Source: an optimization exercise on an open RTL-to-GDS flow (aim: small area, a short achievable clock period and few clock cycles per item). Production flows keep margins and buffers that such runs may drop. The RTL was checked by simulation tests, not by an equivalence proof against the original design. Power is estimated from default activity; no workload was simulated.

File: flow/config.mk
export PLATFORM = sky130hd
export DESIGN_NAME = vm_alu
export DESIGN_NICKNAME = vm_alu
export VERILOG_FILES = /design/flow/design.v
export SDC_FILE = /design/flow/constraint.sdc
export NUM_CORES = 4
export LEC_CHECK = 0
export ABC_AREA = 1
export CAP_MARGIN = 20
export CORE_MARGIN = 2
export CORE_UTILIZATION = 45
export SETUP_SLACK_MARGIN = 2
export SLEW_MARGIN = 20
File: flow/constraint.sdc
create_clock -name core_clock -period 8.0 [get_ports {clk}]
set_input_delay 1.6000 -clock core_clock [delete_from_list [all_inputs] [get_ports {clk}]]
set_output_delay 1.6000 -clock core_clock [all_outputs]
set_load 0.01 [all_outputs]
File: flow/design.v
module vm_alu (
    input  wire        clk,
    input  wire        rst,
    input  wire        in_valid,
    output wire        in_ready,
    input  wire [7:0]  in_op,
    input  wire [63:0] in_a,
    input  wire [63:0] in_b,
    output reg         out_valid,
    output reg  [63:0] out_result,
    output reg         out_err
);
    function [64:0] add64(input [63:0] a, input [63:0] b, input cin);
        reg [63:0] g, p, p0;
        integer l, i;
        begin
            p0 = a ^ b;
            g  = a & b;
            p  = p0;
            g[0] = g[0] | (p0[0] & cin);
            for (l = 0; l < 6; l = l + 1)
                for (i = 0; i < 64; i = i + 1)
                    if (((i + 1) % (1 << (l + 1))) == 0) begin
                        g[i] = g[i] | (p[i] & g[i - (1 << l)]);
                        p[i] = p[i] & p[i - (1 << l)];
                    end
            for (l = 4; l >= 0; l = l - 1)
                for (i = 0; i < 64; i = i + 1)
                    if (((i + 1) % (1 << (l + 1))) == (1 << l) && i >= (1 << (l + 1))) begin
                        g[i] = g[i] | (p[i] & g[i - (1 << l)]);
                        p[i] = p[i] & p[i - (1 << l)];
                    end
            add64 = {g[63], p0 ^ {g[62:0], cin}};
        end
    endfunction
    function [63:0] booth(input [63:0] x, input one, input two, input neg);
        booth = ((x & {64{one}}) | ({x[62:0], 1'b0} & {64{two}})) ^ {64{neg}};
    endfunction
    function [2:0] benc(input [2:0] b);
        benc = {b[1] ^ b[0], (b[2] & ~b[1] & ~b[0]) | (~b[2] & b[1] & b[0]), b[2]};
    endfunction
    function [5:0] msb(input [63:0] w);
        reg [31:0] w5;
        reg [15:0] w4;
        reg [7:0]  w3;
        reg [3:0]  w2;
        reg [1:0]  w1;
        begin
            msb[5] = |w[63:32];
            w5     = msb[5] ? w[63:32] : w[31:0];
            msb[4] = |w5[31:16];
            w4     = msb[4] ? w5[31:16] : w5[15:0];
            msb[3] = |w4[15:8];
            w3     = msb[3] ? w4[15:8] : w4[7:0];
            msb[2] = |w3[7:4];
            w2     = msb[2] ? w3[7:4] : w3[3:0];
            msb[1] = |w2[3:2];
            w1     = msb[1] ? w2[3:2] : w2[1:0];
            msb[0] = w1[1];
        end
    endfunction
    function all_eq(input [63:0] w, input [63:0] care);
        all_eq = &(w | ~care) || ~|(w & care);
    endfunction
    reg         s_idle, s_mul, s_nega, s_negb, s_align, s_div, s_negq;
    reg         pend;        
    reg  [7:0]  op;          
    reg         op_sub;      
    reg  [63:0] x;           
    reg  [63:0] y;           
    reg  [5:0]  count;       
    reg         sb;          
    reg         negq;        
    reg  [5:0]  bd;          
    reg         mfirst;      
    reg         mlast;       
    reg         mbyte;       
    reg         afirst;      
    wire last = (count == 6'd0);
    wire [5:0] dl     = msb(x) - msb(y);
    wire       far    = |dl[5:3];           
    wire [2:0] sh     = far ? 3'd7 : dl[2:0];
    assign in_ready = s_idle || (s_mul && mlast) || (s_div && last && !negq) ||
                      s_negq || (s_align && q_zero);
    wire accept = in_valid && in_ready;
    wire in_int  = in_op[0];
    wire in_mul  = (in_op == 8'h48) || (in_op == 8'h49);
    wire in_bdiv = (in_op == 8'h4C);
    wire in_div  = in_bdiv || (in_op == 8'h4D);
    wire in_div0 = in_int ? ~|in_b : ~|in_b[7:0];
    wire in_iter = in_mul || (in_div && !in_div0);
    wire in_na   = in_div && in_int && in_a[63];
    wire in_nb   = in_div && in_int && in_b[63];
    wire in_mlast = all_eq(in_b, in_int ? 64'hFFFF_FFFF_FFFF_FFF8 : 64'hF8);
    wire [63:0] ppl = booth(x, bd[2], bd[1], bd[0]);
    wire [63:0] pph = {booth(x, bd[5], bd[4], 1'b0), 2'b0} ^ {64{bd[3]}};
    wire [63:0] r0  = out_result & {64{!mfirst}};
    wire [63:0] ms  = r0 ^ ppl ^ pph;
    wire [63:0] mc  = (r0 & ppl) | (r0 & pph) | (ppl & pph);
    wire        m_mode = s_mul || s_nega || s_negq;
    wire        inv_y  = op_sub || s_div || s_negb;
    wire [63:0] pa  = m_mode ? ms : (s_negb ? 64'd0 : x);
    wire [63:0] pb  = m_mode ? {mc[62:0], bd[3]} : (y ^ {64{inv_y}});
    wire        cin = m_mode ? (bd[0] || s_negq) : inv_y;
    wire [64:0] sum = add64(pa, pb, cin);
    wire [63:0] s   = sum[63:0];
    wire        fits = sum[64];    
    wire [63:0] cg = x & ~y;    
    wire [63:0] cp = x | ~y;    
    function [1:0] gp(input [1:0] hi, input [1:0] lo);    
        gp = {hi[1] | (hi[0] & lo[1]), hi[0] & lo[0]};
    endfunction
    reg  [1:0] t8 [0:7];
    reg  [1:0] gp8, gp_hi, gp56;
    integer ci;
    always @(*) begin
        for (ci = 0; ci < 8; ci = ci + 1)
            t8[ci] = grp8(cg[8*ci +: 8], cp[8*ci +: 8]);
        gp8   = t8[0];
        gp56  = gp(gp(gp(t8[6], t8[5]), gp(t8[4], t8[3])), gp(t8[2], t8[1]));
        gp_hi = gp(gp56, gp8);    
    end
    function [1:0] grp8(input [7:0] g, input [7:0] p);    
        reg [1:0] a0, a1, a2, a3;
        begin
            a0 = gp({g[1], p[1]}, {g[0], p[0]});
            a1 = gp({g[3], p[3]}, {g[2], p[2]});
            a2 = gp({g[5], p[5]}, {g[4], p[4]});
            a3 = gp({g[7], p[7]}, {g[6], p[6]});
            grp8 = gp(gp(a3, a2), gp(a1, a0));
        end
    endfunction
    wire [1:0] gp7  = grp8({1'b0, cg[62:56]}, {1'b1, cp[62:56]});    
    wire [1:0] gp63 = gp(gp7, gp_hi);
    wire [1:0] gp64 = gp({cg[63], cp[63]}, gp63);
    wire        c8  = gp8[1] | gp8[0];     
    wire        c63 = gp63[1] | gp63[0];   
    wire        c64 = gp64[1] | gp64[0];   
    wire        q_zero = !c64;             
    wire [63:0] d_ab = x ^ y;
    wire        eq8  = ~|d_ab[7:0];
    wire        eq63 = eq8 & ~|d_ab[62:8];
    wire        eq64 = eq63 & ~d_ab[63];
    wire lt_b = !c8;
    wire gt_b = !lt_b && !eq8;
    wire lt_i = (x[63] ^ y[63]) ? x[63] : !c64;
    wire gt_i = !lt_i && !eq64;
    wire a_nan     = (&x[62:52]) && (|x[51:0]);
    wire b_nan     = (&y[62:52]) && (|y[51:0]);
    wire unordered = a_nan || b_nan;
    wire both_zero = ~|x[62:0] && ~|y[62:0];
    wire mag_lt    = !c63;
    wire mag_gt    = c63 && !eq63;
    wire f_eq      = !unordered && (eq64 || both_zero);
    wire f_lt      = !unordered && !both_zero &&
                     ((x[63] != y[63]) ? x[63] : (x[63] ? mag_gt : mag_lt));
    wire f_gt      = !unordered && !both_zero &&
                     ((x[63] != y[63]) ? y[63] : (x[63] ? mag_lt : mag_gt));
    reg         cmp;
    always @(*) begin
        case (op[3:0])
            4'h0: cmp = eq8;
            4'h1: cmp = eq64;
            4'h2: cmp = f_eq;
            4'h4: cmp = !eq8;
            4'h5: cmp = !eq64;
            4'h6: cmp = !f_eq;
            4'h8: cmp = gt_b;
            4'h9: cmp = gt_i;
            4'hA: cmp = f_gt;
            4'hC: cmp = lt_b;
            4'hD: cmp = lt_i;
            4'hE: cmp = f_lt;
            default: cmp = 1'b0;
        endcase
    end
    reg [63:0] simple_result;
    always @(*) begin
        case (op)
            8'h40, 8'h44: simple_result = {56'd0, s[7:0]};
            8'h41, 8'h45: simple_result = s;
            8'h60, 8'h61, 8'h62, 8'h64, 8'h65, 8'h66,
            8'h68, 8'h69, 8'h6A, 8'h6C, 8'h6D, 8'h6E:
                          simple_result = {56'd0, {8{cmp}}};
            8'h70:        simple_result = {56'd0, x[7:0] & y[7:0]};
            8'h71:        simple_result = {56'd0, x[7:0] | y[7:0]};
            8'h72:        simple_result = {56'd0, ~y[7:0]};
            8'h73:        simple_result = {56'd0, x[7:0] ^ y[7:0]};
            default:      simple_result = 64'd0;    
        endcase
    end
    always @(posedge clk) begin
        if (rst) begin
            {s_idle, s_mul, s_nega, s_negb, s_align, s_div, s_negq} <= 7'b1000000;
            pend      <= 1'b0;
            out_valid <= 1'b0;
            out_err   <= 1'b0;
        end else begin
            out_valid <= pend;
            out_err   <= pend && (op == 8'h4C || op == 8'h4D);
            pend      <= accept && !in_iter;
            if (s_mul && mlast) begin
                s_mul     <= 1'b0;
                s_idle    <= 1'b1;
                out_valid <= 1'b1;
            end
            if (s_nega) begin
                s_nega  <= 1'b0;
                s_negb  <= sb;
                s_align <= !sb;
            end
            if (s_negb) begin
                s_negb  <= 1'b0;
                s_align <= 1'b1;
            end
            if (s_align) begin
                if (q_zero) begin
                    s_align   <= 1'b0;
                    s_idle    <= 1'b1;
                    out_valid <= 1'b1;
                end else if (!far) begin
                    s_align <= 1'b0;
                    s_div   <= 1'b1;
                end
            end
            if (s_div && last) begin
                s_div <= 1'b0;
                if (negq) begin
                    s_negq <= 1'b1;
                end else begin
                    s_idle    <= 1'b1;
                    out_valid <= 1'b1;
                end
            end
            if (s_negq) begin
                s_negq    <= 1'b0;
                s_idle    <= 1'b1;
                out_valid <= 1'b1;
            end
            if (accept) begin
                s_idle  <= !in_iter;
                s_mul   <= in_mul;
                s_nega  <= in_iter && in_na;
                s_negb  <= in_iter && !in_na && in_nb;
                s_align <= in_iter && in_div && !in_na && !in_nb;
                s_div   <= 1'b0;
                s_negq  <= 1'b0;
            end
        end
    end
    always @(posedge clk) begin
        if (s_mul) begin
            out_result <= (mbyte && mlast) ? {56'd0, s[7:0]} : s;
        end else if (s_div) begin
            out_result <= {out_result[62:0], fits ^ negq};
        end else if (s_align) begin
            out_result <= {64{negq && !q_zero}};
        end else if (s_idle) begin
            out_result <= simple_result;
        end else begin    
            out_result <= s;
        end
        if (s_mul) begin
            x      <= {x[59:0], 4'd0};
            y      <= {{4{y[63]}}, y[63:4]};
            bd     <= {benc(y[7:5]), benc(y[5:3])};
            mfirst <= 1'b0;
            mlast  <= mbyte || all_eq(y, 64'hFFFF_FFFF_FFFF_FF80);
        end
        if (s_nega) x <= s;
        if (s_negb) y <= s;
        if (s_align) begin
            y          <= y << sh;
            if (afirst) count <= dl;
            afirst     <= 1'b0;
        end
        if (s_div) begin
            bd         <= 6'd0;
            mfirst     <= 1'b0;
            if (fits) x <= s;
            y          <= {1'b0, y[63:1]};
            count      <= count - 6'd1;
        end
        op_sub <= accept && (in_op[2] | in_op[5]);
        if (accept) begin
            op     <= in_op;
            x      <= {in_a[63:8] & {56{!in_bdiv}}, in_a[7:0]};
            y      <= {in_b[63:8] & {56{!in_bdiv}}, in_b[7:0]};
            count  <= 6'd0;
            bd     <= in_na ? 6'b000_101 : {benc(in_b[3:1]), benc({in_b[1:0], 1'b0})};
            mlast  <= in_mlast;
            afirst <= 1'b1;
            mfirst <= 1'b1;
            mbyte  <= !in_int;
            sb     <= in_nb;
            negq   <= in_int && (in_a[63] ^ in_b[63]);
        end
    end
endmodule
File: flow/run.sh
#!/bin/bash
# synth_recipe.tcl (not shown) runs the flow's synth.tcl, then flattens the netlist and writes it again
# the make line also repeats each setting of config.mk as NAME=value (left out here)
make -C /OpenROAD-flow-scripts/flow DESIGN_CONFIG=/design/flow/config.mk WORK_HOME=/design/flow/orfs CLKGATE_MAP_FILE= SYNTH_SCRIPT=/design/flow/synth_recipe.tcl finish
==> impl_metrics.tcl <==
set metrics [dict create \
    globalplace.congestion 1.06 \
    maxCapViolCount 0 \
    rsz0062_at_grt "yes" \
    grt_pass1_vias 32348 \
    fin_cells 5587 \
    holdPathStages 2 \
    ir_drop_mv 0.144 \
    setup_violations 0 \
    antenna_found_initial 7 \
    cts_tree "yes" \
    critPathBufInv 6 \
    leakage_nw 15.6 \
    slew_headroom 0.323 \
    ys_types 65 \
    holdPathEnd "afirst" \
    floorplan.initialDensity 0.456 \
    r2r_setup_slack_ns 2.07 \
    fin_worst_skew_ns 0.0338 \
    overflow 0 \
    synth-warning-count 2 \
    avgSynthCellArea_um2 6.47 \
    io_pins 206 \
    postSynth.asyncResetShare 0 \
    reg2reg_from "y[51]" \
    wl_um 157000 \
    rr_endpoint "y[50]" \
    power.density_nw_per_um2 201 \
    clkTransAtPathRegs_ns 0.05 \
    syn2layout_area_growth_pct 20.6 \
    cp_slowest_stage_delay_ns 0.51 \
    synth_common_cells "nand2_1 (1,110), inv_1 (466), o21ai_0 (424)" \
    ys.flop_type "dfxtp_1" \
    critPathMostFrequentCell "nand2_2" \
    io_buffers 205 \
    outcome "finished clean" \
    vias 35736 \
    first_pass_iters 8 \
    synth_top_area_share 0.142 \
    htree_levels 2 \
    vias_per_cell 6.40 \
    cp_top_family "simple AND/OR/NAND/NOR gates" \
    die_area_um2 67300 \
    hold_viol 0 \
    crit_type "reg -> reg" \
    dp_hpwl_um 113000 \
    path_max_fanout 14 \
    syn_area_um2 29400 \
    insertion_delay_ns 0.61 \
    final_nets 5153 \
    rows 93 \
    drive_above_1_share 0.113 \
    coreArea_um2 64500 \
    wl_per_cell_um 28.0 \
    finalCritPeriodShare 0.742 \
    yosys-top-cells-area "nand2_1 (14%), dfxtp_1 (10%), ha_1 (9.0%)" \
    final.fill_count 6517 \
    required_ns 8.46 \
    drt_iter0_markers 5680 \
    place_inst 5419 \
    numCtsBuffers 34 \
    hold_ws_ns 0.459 \
    min-delay-start "afirst" \
    synth.most_common_cell "nand2_1" \
    syn-instance-count 4539 \
    ys_ff_latch 229 \
    worst_slew_pin_slew_ns 1.01 \
    numClockSinks 229 \
    arrival_ns 6.40 \
    power_mw 7.14 \
    drc 0 \
    crit_path_start_kind "flip-flop" \
    worstHoldPathType "reg -> reg" \
    fp.dieW_um 260 \
    track_usage 0.445 \
    die_h_um 260 \
    slew_viol_final 0 \
    crit_slowest_cell "edfxtp_1" \
    synth-edff-count 82 \
    grt_start_max_net_pins 86 \
    tns_ns 0 \
    cp-end-kind "flip-flop" \
    yosys.area.top_type "nand2_1" \
    yosysSeqAreaShare 0.184 \
    ant_nets 0 \
    reg2reg_depth 42 \
    clock_path_buffers 3 \
    root_buffer "clkbuf_16" \
    synthesis.nets 4987 \
    fmax_mhz 169 \
    grt_pass1_wl_um 222000 \
    post-route-min-period_ns 5.93 \
]
## worst max path at each step
stage                     slack (ns)  depth (start not counted)  startpoint     to
after floorplan                 2.07                         36       s_mul  y[47]
after global placement          1.04                         35       s_mul  y[47]
after detailed placement        1.02                         35       s_mul  y[47]
after CTS                       1.93                         34       bd[0]  y[47]
after global routing            1.79                         43       y[53]  y[58]
final                           2.07                         42       y[51]  y[50]
## routing by layer
metal / vias up / share of wire / GRT usage
li1: 15799 / - / -
met4: 6 / 0.050 / 0.174
met2: 2593 / 0.41 / 0.647
met1: 16867 / 0.40 / 0.612
met3: 471 / 0.14 / 0.137
met5: - / 0.00027 / 0
## what timing repair did
| item | CTS | global route |
|---|---|---|
| hold buffers | 0 | 0 |
| setup buffers | 34 | 55 |
| gates resized for setup | 93 | 188 |
| pin swaps | 10 | 59 |
| gates cloned | 8 | 8 |
| setup endpoints to repair | 128 | 156 |
## flip-flops by register name, indices dropped and copies added (netlist names), 6 cells and up, named ones only
signal      count
y              63
op              8
out_result     64
x              64
bd              6
count           6
## layout make-up
cell class,instances,area (um2),share of cell area
multi-input cells,3510,21600,0.609
flip-flops and latches,229,5450,0.154
repair buffers,409,4130,0.117
inverters,521,2080,0.0586
well taps,855,1070,0.0302
clock buffers,52,1000,0.0282
clock inverters,8,110,0.00311
diodes,3,7.51,0.000212
## worst min-delay path, cell delays in order (launching register included)
cell     delay (ns)
dfxtp_1        0.30
nand2_1        0.06
nand2_1        0.05
## cell families after synthesis
logic type	Yosys count	share of synthesized area
flip-flops	229	0.184
XOR/XNOR	138	0.0411
AO/OA/AOI/OAI	1108	0.229
buffers and inverters	803	0.105
AND/OR/NAND/NOR	1952	0.285
adder cells (fa/ha/maj)	309	0.156
## where the power goes
group / leakage [nW] / internal (mW) / switching (mW) / total [mW]
clock: 0.541 / 0.906 / 0.680 / 1.59
combinational: 13.1 / 1.36 / 2.52 / 3.88
sequential: 2.02 / 1.38 / 0.292 / 1.67
total: 15.6 / 3.65 / 3.49 / 7.14
## through the flow
| stage | instance area [um2] | setup slack (ns) | util |
|---|---|---|---|
| global route | 35400 | 1.79 | 0.550 |
| CTS | 34200 | 1.93 | 0.530 |
| floorplan | 29400 | 2.07 | - |
| detailed placement | 32300 | 1.02 | 0.501 |
| global placement | 32300 | 1.04 | 0.501 |
| finish | 35400 | 2.07 | 0.550 |
## cells in the final DEF, fill, tap and decap left out, types with 71 or more instances in the layout
cell             synthesis  routed
a21oi_1                165     162
buf_4                    2     156
clkdlybuf4s50_1          0     205
dfxtp_1                147     123
edfxtp_1                82      82
fa_1                    97      91
ha_1                   212     211
inv_1                  466     447
nand2_1               1110    1072
nand3_1                297     276
nand4_1                 71      71
nor2_1                 313     296
o211ai_1                75      75
o21ai_0                424     404
o22ai_1                147     144
xor2_1                 133     130
Testbench counts, summed over its fixed seeds: cycles 68,943, ops 12,000.

## static timing again, ports no longer ideal
Ports are ideal in the flow. The routed layout listed here was re-timed in OpenROAD. Step 1 assumes that a clkbuf_16 drives the clock port and a buf_2 every other input. Step 2 adds t to the input delays and takes it off the output delays; t is the mean of the earliest and latest rising clock arrival at the registers after step 1. Input paths then give back, and output paths get back, about the clock's delay inside the block. Three values: no drivers, after step 1, after step 2; two values: the first two.
shift t [ns]: 0.662
setup slack, ns: 2.066 / 2.066 / 2.066
latest minus earliest clock arrival (ns): 0.034 / 0.034
worst slew at a driven data input, ns: 0.12
cell pins on the clock port's net: 1
After both steps setup and hold are still met in this run. The setup slack of this run moves by 0.000 ns with the drivers and by 0.000 ns with both steps.
